Source: an optimization exercise on an open RTL-to-GDS flow (aim: small area, a short achievable clock period and few clock cycles). Production flows keep margins and buffers that such runs may drop. Power is estimated from default activity; no workload was simulated.

==> flow/design.v <==
module fww_micro_cpu (
    input  wire        clk,
    input  wire        rst,             
    input  wire        start,           
    input  wire [7:0]  start_mpc,
    input  wire        lit_msb_first,   
    output wire        busy,
    output wire        done,
    output wire [15:0] reg_a,
    output wire [15:0] reg_b,
    output wire [15:0] reg_c,
    output wire [15:0] reg_d,
    output wire [15:0] mdr,
    output wire [11:0] mar,
    output wire [7:0]  mpc,
    output wire        cs_req,
    output wire [7:0]  cs_addr,
    input  wire        cs_ack,
    input  wire [21:0] cs_rdata,
    output wire        mem_req,
    output wire        mem_we,
    output wire [11:0] mem_addr,
    output wire [15:0] mem_wdata,
    input  wire        mem_ack,
    input  wire [15:0] mem_rdata
);
    reg        run_r, done_r;
    reg        cs_pend;            
    reg        cs_dly;             
    reg        f_pend;             
    reg        mem_pend;           
    reg        we_r;               
    reg        wr_after;           
    reg        npc_pend;           
    reg        halt_pend;          
    reg [22:19] lw;                
    reg        l_needf;            
    reg        use_lit;            
    reg        lsgn;               
    reg [15:0] op2_r;              
    reg [15:0] op1_r;              
    reg [3:0]  lr;                 
    reg [16:5] fc;                 
    reg [15:0] a_r, b_r, c_r, d_r, mdr_r;
    reg [11:0] mar_r;
    reg [7:0]  mpc_r;
    reg        msb_r;
    wire [22:1] cb = cs_rdata;
    wire rd_pend  = mem_pend & ~we_r;
    wire rd_ack   = mem_ack & ~we_r;
    wire mem_done = ~mem_pend | (mem_ack & (we_r | ~wr_after));
    wire go     = start & ~run_r;
    wire e_go   = run_r & cs_ack & ~f_pend;
    wire halt   = (cs_rdata == 22'd0);
    wire f_go   = f_pend & mem_done & ~(fc[6] & rd_pend);
    wire [4:1] cr = run_r ? cb[4:1] : 4'd0;
    reg [15:0] v2a;
    always @(*) begin
        v2a = 16'd0;
        if (cr[1]) v2a = a_r;
        if (cr[2]) v2a = b_r;
        if (cr[3]) v2a = c_r;
        if (cr[4]) v2a = d_r;
    end
    wire [15:0] v2s = cb[8] ? {v2a[14:0], 1'b0} : v2a;
    wire [7:0] lit8 = msb_r ? {cb[15], cb[16], cb[17], cb[18], cb[19], cb[20], cb[21], cb[22]}
                            : {cb[8], cb[7], cb[6], cb[5], cb[4], cb[3], cb[2], cb[1]};
    wire [15:0] mdr_f = rd_pend ? mem_rdata : mdr_r;
    wire [7:0] mdr4  = {4'd0, mdr_r[15:12]};
    wire [7:0] lit_l = msb_r ? {fc[15], fc[16], lr[0], 5'b10001} : {fc[8:5], lr};
    wire a_zero = (a_r == 16'd0);
    wire [7:0] m1 = mpc_r + 8'd1;
    wire [7:0] m2 = mpc_r + 8'd2;
    wire [7:0] mm = mpc_r + (use_lit ? lit_l : mdr4);
    wire [7:0] a20 = a_r[15] ? 8'd1 : 8'd2;
    wire [7:0] a19 = a_zero  ? 8'd1 : 8'd2;
    wire [7:0] r20 = a_r[15] ? m1 : m2;
    wire [7:0] r19 = a_zero  ? m1 : m2;
    reg [7:0] npc_e, npc_l;
    always @(*) begin
        if (cb[22]) begin
            npc_e = mpc_r;
            if (cb[17]) npc_e = m1;
            if (cb[18]) npc_e = mpc_r;    
            if (cb[19]) npc_e = r19;
            if (cb[20]) npc_e = r20;
            if (cb[21]) npc_e = mm;
        end else begin
            npc_e = 8'd0;
            if (cb[17]) npc_e = 8'd1;
            if (cb[18]) npc_e = lit8;
            if (cb[19]) npc_e = a19;
            if (cb[20]) npc_e = a20;
            if (cb[21]) npc_e = mdr4;
        end
        if (lw[22]) begin
            npc_l = mm;
            if (lw[19]) npc_l = r19;
            if (lw[20]) npc_l = r20;
            if (lw[21]) npc_l = mm;
        end else begin
            npc_l = a19;
            if (lw[20]) npc_l = a20;
            if (lw[21]) npc_l = mdr4;
        end
    end
    wire [15:0] v3  = op2_r + op1_r + {15'd0, fc[7]};    
    wire sgn_go = f_go & lsgn & npc_pend;
    wire [7:0] npc_s = lw[22] ? (v3[15] ? m1 : m2) : (v3[15] ? 8'd1 : 8'd2);
    wire [7:0] npc = sgn_go ? npc_s : npc_pend ? npc_l : npc_e;
    wire late = cb[21] ? (cb[13] | cb[15] | rd_pend) :
                (cb[19] | cb[20]) ? cb[9] : (cb[18] & cb[22]);
    wire late_go = npc_pend & (~l_needf | ~f_pend) & (~lw[21] | ~rd_pend);
    wire f_wait = cb[6] & rd_pend;
    wire [8:5] oc = f_pend ? fc[8:5] : (run_r ? cb[8:5] : 4'd0);
    wire [15:0] v1a = oc[6] ? mdr_f : {15'd0, oc[5]};
    wire [15:0] v1s = oc[8] ? {v1a[14:0], 1'b0} : v1a;
    wire [15:0] v1n = v1s ^ {16{oc[7]}};
    assign busy  = run_r;
    assign done  = done_r;
    assign reg_a = a_r;
    assign reg_b = b_r;
    assign reg_c = c_r;
    assign reg_d = d_r;
    assign mdr   = mdr_r;
    assign mar   = mar_r;
    assign mpc   = mpc_r;
    assign cs_req    = cs_pend;
    assign cs_addr   = mpc_r;
    assign mem_req   = mem_pend;
    assign mem_we    = we_r;
    assign mem_addr  = mar_r;
    assign mem_wdata = mdr_r;
    always @(posedge clk) begin
        if (rst) begin
            run_r     <= 1'b0;
            done_r    <= 1'b0;
            cs_pend   <= 1'b0;
            cs_dly    <= 1'b0;
            f_pend    <= 1'b0;
            mem_pend  <= 1'b0;
            npc_pend  <= 1'b0;
            halt_pend <= 1'b0;
        end else if (go) begin
            run_r     <= 1'b1;
            done_r    <= 1'b0;
            cs_pend   <= 1'b1;
            cs_dly    <= 1'b0;
            f_pend    <= 1'b1;
            mem_pend  <= 1'b0;
            npc_pend  <= 1'b0;
            halt_pend <= 1'b0;
        end else if (run_r) begin
            if (mem_ack) begin
                if (~we_r & wr_after) begin
                    we_r     <= 1'b1;
                    wr_after <= 1'b0;
                end else
                    mem_pend <= 1'b0;
            end
            if (f_go) begin
                f_pend <= 1'b0;
                if (fc[15] | fc[16]) begin
                    mem_pend <= 1'b1;
                    we_r     <= ~fc[15];
                    wr_after <= fc[15] & fc[16];
                end
            end
            if (cs_dly) begin
                cs_dly  <= 1'b0;
                cs_pend <= 1'b1;
            end
            if (late_go | sgn_go) begin
                npc_pend <= 1'b0;
                cs_pend  <= 1'b1;
            end
            if (halt_pend & mem_done) begin
                halt_pend <= 1'b0;
                run_r     <= 1'b0;
                done_r    <= 1'b1;
            end
            if (e_go) begin
                if (halt) begin
                    cs_pend <= 1'b0;
                    if (mem_done) begin
                        run_r  <= 1'b0;
                        done_r <= 1'b1;
                    end else
                        halt_pend <= 1'b1;
                end else begin
                    f_pend   <= 1'b1;
                    npc_pend <= late;
                    cs_pend  <= ~late & ~f_wait;
                    cs_dly   <= ~late & f_wait;
                end
            end
        end
    end
    wire rd_only = rd_ack & ~(f_go & fc[13]);
    always @(posedge clk) begin
        if (go | e_go | (f_pend & fc[6] & rd_pend))
            op1_r <= v1n;
        if (go | e_go) begin
            op2_r <= v2s;
            fc    <= run_r ? cb[16:5] : 12'b0011_1111_0000;
        end
        if (f_go & fc[9])  a_r <= v3;
        if (f_go & fc[10]) b_r <= v3;
        if (f_go & fc[11]) c_r <= v3;
        if (f_go & fc[12]) d_r <= v3;
        if ((f_go & fc[13]) | rd_ack) mdr_r <= rd_only ? mem_rdata : v3;
        if (f_go & fc[14]) mar_r <= v3[11:0];
        if (go) begin
            mpc_r <= start_mpc;
            msb_r <= lit_msb_first;
        end else if ((e_go & ~halt & ~late) | late_go | sgn_go)
            mpc_r <= npc;
        if (e_go | late_go)
            use_lit <= e_go & cb[18] & cb[22] & ~cb[19] & ~cb[20] & ~cb[21];
        if (e_go) begin
            lw      <= cb[22:19];
            lsgn    <= cb[20] & ~cb[21] & cb[9];
            lr      <= msb_r ? {3'd0, cb[17]} : cb[4:1];
            l_needf <= cb[9] | cb[13] | cb[15];
        end
    end
endmodule
==> flow/config.mk <==
export PLATFORM = sky130hd
export DESIGN_NAME = fww_micro_cpu
export DESIGN_NICKNAME = fww_micro_cpu
export VERILOG_FILES = /design/flow/design.v
export SDC_FILE = /design/flow/constraint.sdc
export NUM_CORES = 4
export LEC_CHECK = 0
export CAP_MARGIN = 20
export CORE_MARGIN = 2
export CORE_UTILIZATION = 40
export CTS_BUF_LIST = sky130_fd_sc_hd__clkbuf_4 sky130_fd_sc_hd__clkbuf_8
export SETUP_SLACK_MARGIN = 4.8
export SLEW_MARGIN = 20
==> flow/constraint.sdc <==
create_clock -name core_clock -period 8.0 [get_ports {clk}]
set_input_delay 1.6000 -clock core_clock [delete_from_list [all_inputs] [get_ports {clk}]]
set_output_delay 1.6000 -clock core_clock [all_outputs]
set_load 0.01 [all_outputs]
standard.sh (not shown) runs the stock make flow with config.mk's settings and CLKGATE_MAP_FILE= SYNTH_SCRIPT=/design/flow/synth_recipe.tcl, a recipe that flattens the netlist after the stock synthesis.
==> flow/flow/run.sh <==
#!/bin/bash
# The standard layout, with the port buffers made of buf_1 cells instead of
# the delay-buffer cells buffer_ports picks by default. The output of the
# standard flow goes to standard.log; ORFS's per-step logs stay under orfs/logs.
set -euo pipefail
export BUFFER_PORTS_ARGS="-buffer_cell sky130_fd_sc_hd__buf_1"
bash standard.sh > standard.log 2>&1
Edit:
SETUP_SLACK_MARGIN = 5   (was 4.8)
Effect: Die area is unchanged; sequential power stays flat; utilization rises by 1.9 points; setup slack gains 0.072 ns; count of clock-buffer cells in the layout is unchanged; cell area rises by about 4%; flip-flop and latch count is unchanged.
Function was not checked in any run of this note: the RTL went through the layout flow alone.

separate check: timing with driven ports:
How much do the figures lean on ideal ports? The routed layouts below were timed once more, with nothing changed but the port constraints. Step 1, drivers: a clkbuf_16 drives clk and a buf_2 each remaining input, both assumed. Step 2 moves the port delays by t, midway between the first and last clock arrival at a register: inputs arrive t later, outputs are due t later. That takes back most of the time a late clock gives input paths. Three values: ideal ports, drivers, drivers and shift; two values: the first two.
| run | t (ns) | slack for setup (ns) | worst setup path after step 2 | clock arrival spread, ns | slew at the worst register clock pin (ns) |
|---|---|---|---|---|---|
| the first run | 0.516 | 4.738 / 4.738 / 4.362 | input to register | 0.017 / 0.018 | 0.12 / 0.12 |
| the second run | 0.512 | 4.810 / 4.810 / 4.500 | input to register | 0.020 / 0.021 | 0.12 / 0.12 |
After both steps every run listed still meets setup and hold. The setup slack of the first run, which loses most, moves by 0.000 ns with the drivers and by -0.376 ns with both steps.
